This is an optimization exercise on Yosys and OpenROAD, whose aim is small area, a short achievable clock period and few clock cycles, not a production implementation. In this exercise RTL edits were held to simulation tests only and were not proved equivalent to the original. Power and IR drop assume default switching activity.

==> flow/design.v <==
module gfce_crc_byte (
    input  wire [15:0] crc_in,
    input  wire [7:0]  data,
    output reg  [15:0] crc_out
);
    integer i;
    always @(*) begin
        crc_out = crc_in ^ {8'h00, data};
        for (i = 0; i < 8; i = i + 1) begin
            if (crc_out[0])
                crc_out = (crc_out >> 1) ^ 16'h8408;
            else
                crc_out = crc_out >> 1;
        end
    end
endmodule
module gfce_tx #(
    parameter [7:0] LOCAL_ADDR = 8'h42
) (
    input  wire       clk,
    input  wire       rst,
    input  wire       req_valid,
    output wire       req_ready,
    input  wire [7:0] req_dest,
    input  wire [7:0] req_cmd,
    input  wire [7:0] req_plen,
    input  wire       pl_valid,
    output wire       pl_ready,
    input  wire [7:0] pl_data,
    output wire       out_valid,
    input  wire       out_ready,
    output wire [7:0] out_data,
    output wire       done,
    output wire [3:0] done_status,
    output wire [7:0] done_inserted
);
    localparam [7:0] ESC = 8'hE0, ACK = 8'hE1, SOF = 8'hE2, EOF = 8'hE3;
    localparam [15:0] CRC_SOF = 16'hC4FF;    
    reg s_start, s_dest, s_len, s_src, s_cmd, s_pay, s_crch, s_crcl, s_eof, s_ack, s_rej;
    reg        hv;             
    reg [7:0]  h;
    reg        pend;           
    reg [1:0]  pend_lo;        
    reg [15:0] crc;            
    reg [7:0]  count;          
    reg [7:0]  inserted;       
    wire gen = !hv || out_ready;     
    wire pop = hv && out_ready;
    assign out_valid     = hv;
    assign out_data      = h;
    assign done          = (s_start && pop) || s_rej;
    assign done_status   = {s_rej, 3'b000};
    assign done_inserted = inserted;
    function automatic is_res(input [7:0] b);
        is_res = (b[7:2] == 6'b111000);
    endfunction
    wire [7:0] len_byte = {req_plen[7:3] + 5'd1, req_plen[2:0]};
    wire       too_long = (req_plen[7:3] == 5'b11111);    
    wire [7:0] fc = ({8{s_dest}} & req_dest) | ({8{s_len}} & len_byte) |
                    ({8{s_src}} & LOCAL_ADDR) | ({8{s_cmd}} & req_cmd) |
                    ({8{s_pay}} & pl_data);
    wire [7:0] fb = fc | ({8{s_crch}} & crc[15:8]) | ({8{s_crcl}} & crc[7:0]);
    wire res = (s_dest && is_res(req_dest)) || (s_len && (req_plen[7:2] == 6'b110110)) ||
               (s_cmd && is_res(req_cmd)) || (s_pay && is_res(pl_data)) ||
               (s_crch && is_res(crc[15:8])) || (s_crcl && is_res(crc[7:0]));
    wire [15:0] crc_next;
    gfce_crc_byte u_crc (.crc_in(crc), .data(fc), .crc_out(crc_next));
    wire interior = s_dest || s_len || s_src || s_cmd || s_pay || s_crch || s_crcl;
    wire ready_st = (interior && !s_pay) || (s_pay && pl_valid) || s_eof || s_ack;
    wire go       = gen && !pend;
    wire proc     = go && ready_st;                           
    wire start    = gen && s_start && req_valid && !too_long;  
    wire reject   = s_start && !hv && req_valid && too_long;
    wire esc_now  = proc && res;
    wire push     = gen && (pend || ready_st || (s_start && req_valid && !too_long));
    assign req_ready = (s_cmd && go) || s_rej;
    assign pl_ready  = s_pay && go;
    reg [7:0] pb;
    always @(*) begin
        if (pend)
            pb = {6'b110000, pend_lo};
        else if (s_start)
            pb = SOF;
        else if (s_eof)
            pb = EOF;
        else if (s_ack)
            pb = ACK;
        else if (res)
            pb = ESC;
        else
            pb = fb;
    end
    always @(posedge clk) begin
        if (rst) begin
            s_start <= 1'b1;
            s_dest  <= 1'b0;
            s_len   <= 1'b0;
            s_src   <= 1'b0;
            s_cmd   <= 1'b0;
            s_pay   <= 1'b0;
            s_crch  <= 1'b0;
            s_crcl  <= 1'b0;
            s_eof   <= 1'b0;
            s_ack   <= 1'b0;
            s_rej   <= 1'b0;
            hv      <= 1'b0;
            pend    <= 1'b0;
        end else begin
            if (push) hv <= 1'b1;
            else if (pop) hv <= 1'b0;
            if (gen) begin
                if (pend) pend <= 1'b0;
                else if (esc_now) pend <= 1'b1;
            end
            if (start) begin
                s_start <= 1'b0;
                s_dest  <= 1'b1;
            end
            if (reject) begin
                s_start <= 1'b0;
                s_rej   <= 1'b1;
            end
            if (s_rej) begin
                s_rej   <= 1'b0;
                s_start <= 1'b1;
            end
            if (proc) begin
                s_dest <= 1'b0;
                s_len  <= s_dest;
                s_src  <= s_len;
                s_cmd  <= s_src;
                s_crcl <= s_crch;
                s_eof  <= s_crcl;
                s_ack  <= s_eof;
                if (s_ack) s_start <= 1'b1;
                if (s_cmd) begin
                    s_pay  <= (req_plen != 8'd0);
                    s_crch <= (req_plen == 8'd0);
                end else begin
                    s_pay  <= s_pay && (count != 8'd1);
                    s_crch <= s_pay && (count == 8'd1);
                end
            end
        end
    end
    always @(posedge clk) begin
        if (push) h <= pb;
        if (esc_now) pend_lo <= fb[1:0];
        if (start)
            crc <= CRC_SOF;
        else if (proc && (s_dest || s_len || s_src || s_cmd || s_pay))
            crc <= crc_next;
        if (start)
            inserted <= 8'd0;
        else if (esc_now)
            inserted <= inserted + 8'd1;
        if (proc && s_cmd)
            count <= req_plen;
        else if (proc && s_pay)
            count <= count - 8'd1;
    end
endmodule
module gfce_rx (
    input  wire       clk,
    input  wire       rst,
    input  wire       in_valid,
    output wire       in_ready,
    input  wire [7:0] in_data,
    output reg        pl_valid,
    output reg  [7:0] pl_data,
    output reg        done,
    output wire [3:0] status,
    output wire [7:0] msg_dest,
    output wire [7:0] msg_len,
    output wire [7:0] msg_src,
    output wire [7:0] msg_cmd
);
    localparam [7:0] ESC = 8'hE0, SOF = 8'hE2, EOF = 8'hE3;
    localparam [7:0] RX_LIMIT = 8'd255;    
    localparam [15:0] CRC_SOF = 16'hC4FF;  
    reg [7:0]  idx;         
    reg        escp;        
    reg        escerr;      
    reg        len_ok;      
    reg [15:0] crc;         
    reg [7:0]  d1, d2;      
    reg [7:0]  b_dest, b_len, b_src, b_cmd;
    reg [2:0]  st;
    assign in_ready = 1'b1;
    assign status   = {1'b0, st};
    assign msg_dest = b_dest;
    assign msg_len  = b_len;
    assign msg_src  = b_src;
    assign msg_cmd  = b_cmd;
    wire [15:0] crc_next;
    gfce_crc_byte u_crc (.crc_in(crc), .data(d2), .crc_out(crc_next));
    wire is_sof = (in_data == SOF);
    wire is_eof = (in_data == EOF);
    wire is_esc = (in_data == ESC);
    wire [7:0] value    = {in_data[7:6], in_data[5] ^ escp, in_data[4:0]};
    wire       reserved = (value[7:2] == 6'b111000);
    wire       other    = in_valid && !is_sof && !is_eof && !is_esc;
    wire       store    = other && (idx != RX_LIMIT);
    wire       restart  = in_valid && (is_sof || is_eof);
    wire len_bad = (idx[7:1] == 7'd0) || !len_ok;
    wire crc_bad = (crc != {d2, d1});
    wire lowlen   = (b_len[7:3] == 5'd0);
    wire lsmall  = len_bad || (!crc_bad && lowlen);
    wire [2:0] eof_status = {escerr || escp || (!len_bad && crc_bad),
                             escerr || escp || lsmall,
                             escerr || (!escp && lsmall)};
    always @(posedge clk) begin
        if (rst) begin
            idx      <= 8'd0;
            escp     <= 1'b0;
            escerr   <= 1'b0;
            pl_valid <= 1'b0;
            done     <= 1'b0;
        end else begin
            done     <= in_valid && is_eof;
            pl_valid <= store && (idx >= 8'd6);
            if (restart) begin
                idx    <= 8'd0;
                escp   <= 1'b0;
                escerr <= 1'b0;
            end else if (in_valid && is_esc) begin
                if (escp)
                    escerr <= 1'b1;
                escp <= 1'b1;
            end else if (other) begin
                escp <= 1'b0;
                if (escp && !reserved)
                    escerr <= 1'b1;
                if (store)
                    idx <= idx + 8'd1;
            end
        end
    end
    always @(posedge clk) begin
        pl_data <= d2;
        if (in_valid && is_eof)
            st <= eof_status;
        if (rst || restart)
            crc <= CRC_SOF;
        else if (store && (idx >= 8'd2))
            crc <= crc_next;
        if (store) begin
            d1 <= value;
            d2 <= d1;
            if (idx == 8'd1)
                len_ok <= (value == 8'd4);
            else
                len_ok <= ({1'b0, b_len} == {1'b0, idx} + 9'd3);
            case (idx)
                8'd0: b_dest <= value;
                8'd1: b_len  <= value;
                8'd2: b_src  <= value;
                8'd3: b_cmd  <= value;
                default: ;
            endcase
        end
    end
endmodule
module gfce_codec (
    input  wire       clk,
    input  wire       rst,
    input  wire       tx_req_valid,
    output wire       tx_req_ready,
    input  wire [7:0] tx_req_dest,
    input  wire [7:0] tx_req_cmd,
    input  wire [7:0] tx_req_plen,
    input  wire       tx_pl_valid,
    output wire       tx_pl_ready,
    input  wire [7:0] tx_pl_data,
    output wire       tx_out_valid,
    input  wire       tx_out_ready,
    output wire [7:0] tx_out_data,
    output wire       tx_done,
    output wire [3:0] tx_done_status,
    output wire [7:0] tx_done_inserted,
    input  wire       rx_in_valid,
    output wire       rx_in_ready,
    input  wire [7:0] rx_in_data,
    output wire       rx_pl_valid,
    output wire [7:0] rx_pl_data,
    output wire       rx_done,
    output wire [3:0] rx_status,
    output wire [7:0] rx_dest,
    output wire [7:0] rx_len,
    output wire [7:0] rx_src,
    output wire [7:0] rx_cmd
);
    gfce_tx #(.LOCAL_ADDR(8'h42)) u_tx (
        .clk(clk), .rst(rst),
        .req_valid(tx_req_valid), .req_ready(tx_req_ready),
        .req_dest(tx_req_dest), .req_cmd(tx_req_cmd), .req_plen(tx_req_plen),
        .pl_valid(tx_pl_valid), .pl_ready(tx_pl_ready), .pl_data(tx_pl_data),
        .out_valid(tx_out_valid), .out_ready(tx_out_ready), .out_data(tx_out_data),
        .done(tx_done), .done_status(tx_done_status), .done_inserted(tx_done_inserted)
    );
    gfce_rx u_rx (
        .clk(clk), .rst(rst),
        .in_valid(rx_in_valid), .in_ready(rx_in_ready), .in_data(rx_in_data),
        .pl_valid(rx_pl_valid), .pl_data(rx_pl_data),
        .done(rx_done), .status(rx_status),
        .msg_dest(rx_dest), .msg_len(rx_len), .msg_src(rx_src), .msg_cmd(rx_cmd)
    );
endmodule
==> flow/config.mk <==
export PLATFORM = sky130hd
export DESIGN_NAME = gfce_codec
export DESIGN_NICKNAME = gfce_codec
export VERILOG_FILES = /design/flow/design.v
export SDC_FILE = /design/flow/constraint.sdc
export NUM_CORES = 4
export LEC_CHECK = 0
export CAP_MARGIN = 20
export CORE_MARGIN = 2
export CORE_UTILIZATION = 40
export SETUP_SLACK_MARGIN = 2.1
export SLEW_MARGIN = 20
==> flow/constraint.sdc <==
create_clock -name core_clock -period 4.0 [get_ports {clk}]
set_input_delay 0.8000 -clock core_clock [delete_from_list [all_inputs] [get_ports {clk}]]
set_output_delay 0.8000 -clock core_clock [all_outputs]
set_load 0.01 [all_outputs]
standard.sh (not shown) runs the stock make flow with config.mk's settings and CLKGATE_MAP_FILE= SYNTH_SCRIPT=/design/flow/synth_recipe.tcl, a recipe that flattens the netlist after the stock synthesis.
==> flow/flow/run.sh <==
#!/bin/bash
set -euo pipefail
export BUFFER_PORTS_ARGS="-buffer_cell sky130_fd_sc_hd__buf_2"
bash standard.sh > standard_flow.log 2>&1
Testbench counts at the start, summed over its fixed seeds: cycles 18,293.
Next try:
==> flow/flow/run.sh (replaced) <==
#!/bin/bash
set -euo pipefail
export BUFFER_PORTS_ARGS="-buffer_cell sky130_fd_sc_hd__buf_1"
bash standard.sh > standard_flow.log 2>&1
- CTS_CLUSTER_DIAMETER: unset -> 100
- CTS_CLUSTER_SIZE: unset -> 40
- SETUP_SLACK_MARGIN: 2.1 -> 1.8
What happened: The changed run finished with timing, DRC and antenna clean. Worst hold slack degrades by 0.0092 ns. Die area stays the same. Routed wire length came out lower by about 7.5%. Via count came out lower by about 6%. Synthesized cell count does not change. Sequential power hardly moves. Setup slack improves by 0.0074 ns. Clock power came out higher by about 5%. Clock-buffer cell count came out lower by 1. Final area came out lower by about 11%. Total power came out lower by about 3%.
Next try:
==> flow/flow/run.sh (replaced) <==
#!/bin/bash
set -euo pipefail
export BUFFER_PORTS_ARGS="-buffer_cell sky130_fd_sc_hd__buf_2"
bash standard.sh > standard_flow.log 2>&1
- CTS_CLUSTER_DIAMETER: 100 -> unset
- CTS_CLUSTER_SIZE: 40 -> unset
- SETUP_SLACK_MARGIN: 1.8 -> 1.5
Outcome: Worst hold slack barely changes. Clock-buffer cell count came out higher by 4. Non-clock buffer count came out lower by 14. Sequential share of layout area came out higher by 0.86 points. Final area came out lower by about 2.4%. First-iteration DRC count came out lower by about 4.6%. Utilization came out lower by 1.2 points. Total power came out lower by about 0.32%. Cell count came out lower by 1.6%.
Next try:
- SETUP_SLACK_MARGIN: 1.5 -> 1.8
What happened: Core utilization is higher by 2.1 points. Non-clock buffer count is higher by 16. Die area is unchanged. Synthesized area stays the same. Global-route usage is higher by 0.79 points. Hold slack hardly moves. Power is lower by 0.88%. Clock power is lower by about 5%.
Next try:
==> flow/run.sh (new file) <==
#!/bin/bash
# synth_recipe.tcl (not shown) runs the flow's synth.tcl, then flattens the netlist and writes it again
# the make line also repeats each setting of config.mk as NAME=value (left out here)
make -C /OpenROAD-flow-scripts/flow DESIGN_CONFIG=/design/flow/config.mk WORK_HOME=/design/flow/orfs CLKGATE_MAP_FILE= SYNTH_SCRIPT=/design/flow/synth_recipe.tcl finish
- SETUP_SLACK_MARGIN: 1.8 -> 1.5
removed: flow/flow/run.sh
removed: flow/standard.sh
=>
- The new run produced a clean layout
- die area does not change
- global-route usage goes up by 0.14 points
- synthesized cell count does not change
- via count fell by 0.38%
- first-iteration DRC count rises by 10%
- wire length went down by 3.4%
- setup slack got worse by 0.22 ns
- critical path depth goes down by 5
- area after synthesis does not change
- hold slack degrades by 0.0093 ns
- register-to-register slack gets worse by 0.15 ns
Next try:
==> flow/flow/run.sh (new file) <==
#!/bin/bash
set -euo pipefail
export BUFFER_PORTS_ARGS="-buffer_cell sky130_fd_sc_hd__buf_2"
bash standard.sh > standard_flow.log 2>&1
==> flow/standard.sh (new file) <==
#!/bin/bash
# synth_recipe.tcl (not shown) runs the flow's synth.tcl, then flattens the netlist and writes it again
# the make line also repeats each setting of config.mk as NAME=value (left out here)
make -C /OpenROAD-flow-scripts/flow DESIGN_CONFIG=/design/flow/config.mk WORK_HOME=/design/flow/orfs CLKGATE_MAP_FILE= SYNTH_SCRIPT=/design/flow/synth_recipe.tcl "${@:-finish}"
- CTS_CLUSTER_DIAMETER: unset -> 100
- CTS_CLUSTER_SIZE: unset -> 40
- SETUP_SLACK_MARGIN: 1.5 -> 1.8
removed: flow/run.sh
=>
- The changed run finished with timing, DRC and antenna clean
- cell area went down by a few percent
- final cell count is about the same
- power is higher by a few percent
- sequential power stays flat

========
== run A ==
gfce_codec, a different RTL version from the one above (not shown whole).
Size: about 620 cells after synthesis, ~120 I/O pins, roughly 6900 um2 of cells after synthesis.
==> flow/config.mk <==
export PLATFORM = sky130hd
export DESIGN_NAME = gfce_codec
export DESIGN_NICKNAME = gfce_codec
export VERILOG_FILES = /design/flow/design.v
export SDC_FILE = /design/flow/constraint.sdc
export NUM_CORES = 4
export LEC_CHECK = 0
export CAP_MARGIN = 20
export CORE_MARGIN = 2
export CORE_UTILIZATION = 40
export CTS_BUF_LIST = sky130_fd_sc_hd__clkbuf_8
export SETUP_SLACK_MARGIN = 1.9
export SLEW_MARGIN = 20
==> flow/constraint.sdc <==
create_clock -name core_clock -period 4.0 [get_ports {clk}]
set_input_delay 0.8000 -clock core_clock [delete_from_list [all_inputs] [get_ports {clk}]]
set_output_delay 0.8000 -clock core_clock [all_outputs]
set_load 0.01 [all_outputs]
==> flow/flow/run.sh <==
#!/bin/bash
set -euo pipefail
export BUFFER_PORTS_ARGS="-buffer_cell sky130_fd_sc_hd__buf_1"
export CTS_ARGS="-sink_clustering_enable -repair_clock_nets -buf_list sky130_fd_sc_hd__clkbuf_8 -dont_use_dummy_load"
bash standard.sh > standard_flow.log 2>&1
Testbench counts of run A, summed over its fixed seeds: cycles 18,293.
For run B, these inputs were changed with respect to run A:
# run A
export LEC_CHECK = 0
export CAP_MARGIN = 20
export CORE_MARGIN = 2
export CORE_UTILIZATION = 40
export CTS_BUF_LIST = sky130_fd_sc_hd__clkbuf_8
export SETUP_SLACK_MARGIN = 1.9
export SLEW_MARGIN = 20
create_clock -name core_clock -period 4.0 [get_ports {clk}]
# run B
export LEC_CHECK = 0
export CAP_MARGIN = 20
export CORE_MARGIN = 2
export CORE_UTILIZATION = 30
export CTS_BUF_LIST = sky130_fd_sc_hd__clkbuf_8
export SETUP_SLACK_MARGIN = 1.9
export SLEW_MARGIN = 20
create_clock -name core_clock -period 4.0 [get_ports {clk}]
==> flow/flow/run.sh <==
#!/bin/bash
set -euo pipefail
export BUFFER_PORTS_ARGS="-buffer_cell sky130_fd_sc_hd__buf_1"
bash standard.sh > standard_flow.log 2>&1
--- outcome ---
The sum of met2 wire segment lengths after detailed routing in run B sits 1.4% above the value recorded for run A. On tap cell count, the higher figure sits with run B, not run A. For the total cell area at the placement stage, run B came in 1.2% higher than run A did.
diff inputs: run B => run C
# run B
export LEC_CHECK = 0
export CAP_MARGIN = 20
export CORE_MARGIN = 2
export CORE_UTILIZATION = 30
export CTS_BUF_LIST = sky130_fd_sc_hd__clkbuf_8
export SETUP_SLACK_MARGIN = 1.9
export SLEW_MARGIN = 20
create_clock -name core_clock -period 4.0 [get_ports {clk}]
# run C
export LEC_CHECK = 0
export CAP_MARGIN = 20
export CORE_MARGIN = 2
export CORE_UTILIZATION = 40
export CTS_BUF_LIST = sky130_fd_sc_hd__clkbuf_8
export SETUP_SLACK_MARGIN = 1.9
export SLEW_MARGIN = 20
create_clock -name core_clock -period 4.0 [get_ports {clk}]
Notes after the runs:
Row maximum clock frequency: run C lower / run B higher. Looking at combinational cell fraction of total power, run C sits 0.3 points lower than run B does. Summary — non-clock buffer area fraction after layout, run C relative to run B: lower, by 0.40 points. Looking at area growth from synthesis to final layout across run B and run C, the one that comes out higher is run B. The run showing the greater net switching power of the design is run B. In run C, worst setup margin is lower than in run B. Looking at cell count, run C sits 64 below run B. Diff run B and run C: switching portion of total power lower in run C. Per the comparison of run C with run B, horizontal die dimension -20 um; area of all sequential standard cells ~0 delta; sum of buffers and inverters on the critical path +1.
Inputs modified between run C and run D:
# run C
export LEC_CHECK = 0
export CAP_MARGIN = 20
export CORE_MARGIN = 2
export CORE_UTILIZATION = 40
export CTS_BUF_LIST = sky130_fd_sc_hd__clkbuf_8
export SETUP_SLACK_MARGIN = 1.9
export SLEW_MARGIN = 20
create_clock -name core_clock -period 4.0 [get_ports {clk}]
# run D
export LEC_CHECK = 0
export CAP_MARGIN = 20
export CORE_MARGIN = 2
export CORE_UTILIZATION = 35
export CTS_BUF_LIST = sky130_fd_sc_hd__clkbuf_8
export SETUP_SLACK_MARGIN = 1.9
export SLEW_MARGIN = 20
create_clock -name core_clock -period 4.0 [get_ports {clk}]
--- outcome ---
- Run D vs. run C: global-route track usage on met2 went down by 3.7 points.
- Run D ended with less total global-route track usage than run C.
- Comparing the two runs side by side, run D comes out ahead of run C on worst setup slack.
- Relative to run C, post-layout utilization of the core decreased by 5.5 points in run D.
Here is what was changed in the inputs of run E compared with run D.
# run D
export LEC_CHECK = 0
export CAP_MARGIN = 20
export CORE_MARGIN = 2
export CORE_UTILIZATION = 35
export CTS_BUF_LIST = sky130_fd_sc_hd__clkbuf_8
export SETUP_SLACK_MARGIN = 1.9
export SLEW_MARGIN = 20
create_clock -name core_clock -period 4.0 [get_ports {clk}]
# run E
export LEC_CHECK = 0
export CAP_MARGIN = 20
export CORE_MARGIN = 2
export CORE_UTILIZATION = 35
export CTS_BUF_LIST = sky130_fd_sc_hd__clkbuf_8
export SETUP_SLACK_MARGIN = 1.9
export SLEW_MARGIN = 20
export TNS_END_PERCENT = 0
create_clock -name core_clock -period 4.0 [get_ports {clk}]
-- flow/flow/run.sh --
<<< run D, line 4
>>> run E, line 4
export CTS_ARGS="-sink_clustering_enable -repair_clock_nets -buf_list sky130_fd_sc_hd__clkbuf_8 -dont_use_dummy_load"
### Flow results
[run E vs run D] share of power burned in the clock network: lower in run E
Compared with run D, in run E HPWL after detailed placement climbed 63 um, placed instance area neither gained nor lost much, power share of the sequential group +4.0 points, worst hold slack fell 36 ps.
Diff run D -> run E: first-pass GRT wire length rose by about 1.6%, worst setup slack after layout fell by 64 ps.
Run E vs run D: final cell area excluding filler cells down by a few percent
Run E vs run D — fraction of power consumed by combinational cells rose 0.6 points.

## separate check: timing with driven ports
The results above use ideal ports. As a check the final layouts listed here were re-extracted and re-timed, cells and wires unchanged. Step 1 sets driving cells, clkbuf_16 on the clock port and buf_2 on the other inputs (assumed; they add their load-dependent delay and slew). Step 2, shift: input delay + t, output delay - t, t = (earliest + latest rising clock arrival at the registers) / 2. This alone moves slack from input paths to output paths. Three values: ideal, step 1, step 2; two values: the first two.
| run | shift t [ns] | setup WS [ns] | worst hold slack (ns) | worst setup path at the end |
|---|---|---|---|---|
| the first run of note 1 | 0.467 | 1.783 / 1.734 / 1.353 | 0.463 / 0.463 / 0.463 | input to register |
| the second run of note 1 | 0.461 | 1.791 / 1.750 / 1.327 | 0.454 / 0.454 / 0.454 | input to register |
| the third run of note 1 | 0.455 | 1.555 / 1.515 / 1.201 | 0.452 / 0.452 / 0.452 | input to register |
| the fourth run of note 1 | 0.456 | 1.769 / 1.764 / 1.315 | 0.454 / 0.454 / 0.454 | input to register |
| the fifth run of note 1 | 0.462 | 1.545 / 1.512 / 1.106 | 0.444 / 0.444 / 0.444 | input to register |
| the sixth run of note 1 | 0.456 | 1.769 / 1.764 / 1.315 | 0.454 / 0.454 / 0.454 | input to register |
| run A | 0.467 | 1.913 / 1.870 / 1.519 | 0.453 / 0.453 / 0.453 | input to register |
| run B | 0.483 | 1.944 / 1.925 / 1.473 | 0.468 / 0.468 / 0.468 | input to register |
| run C | 0.478 | 1.921 / 1.872 / 1.524 | 0.454 / 0.454 / 0.454 | input to register |
| run D | 0.492 | 1.958 / 1.913 / 1.492 | 0.475 / 0.475 / 0.475 | input to register |
| run E | 0.473 | 1.895 / 1.852 / 1.477 | 0.439 / 0.439 / 0.439 | input to register |
After both steps every run listed still meets setup and hold. For run B, which loses most, drivers alone change the setup slack by -0.019 ns; drivers and shift together by -0.471 ns.
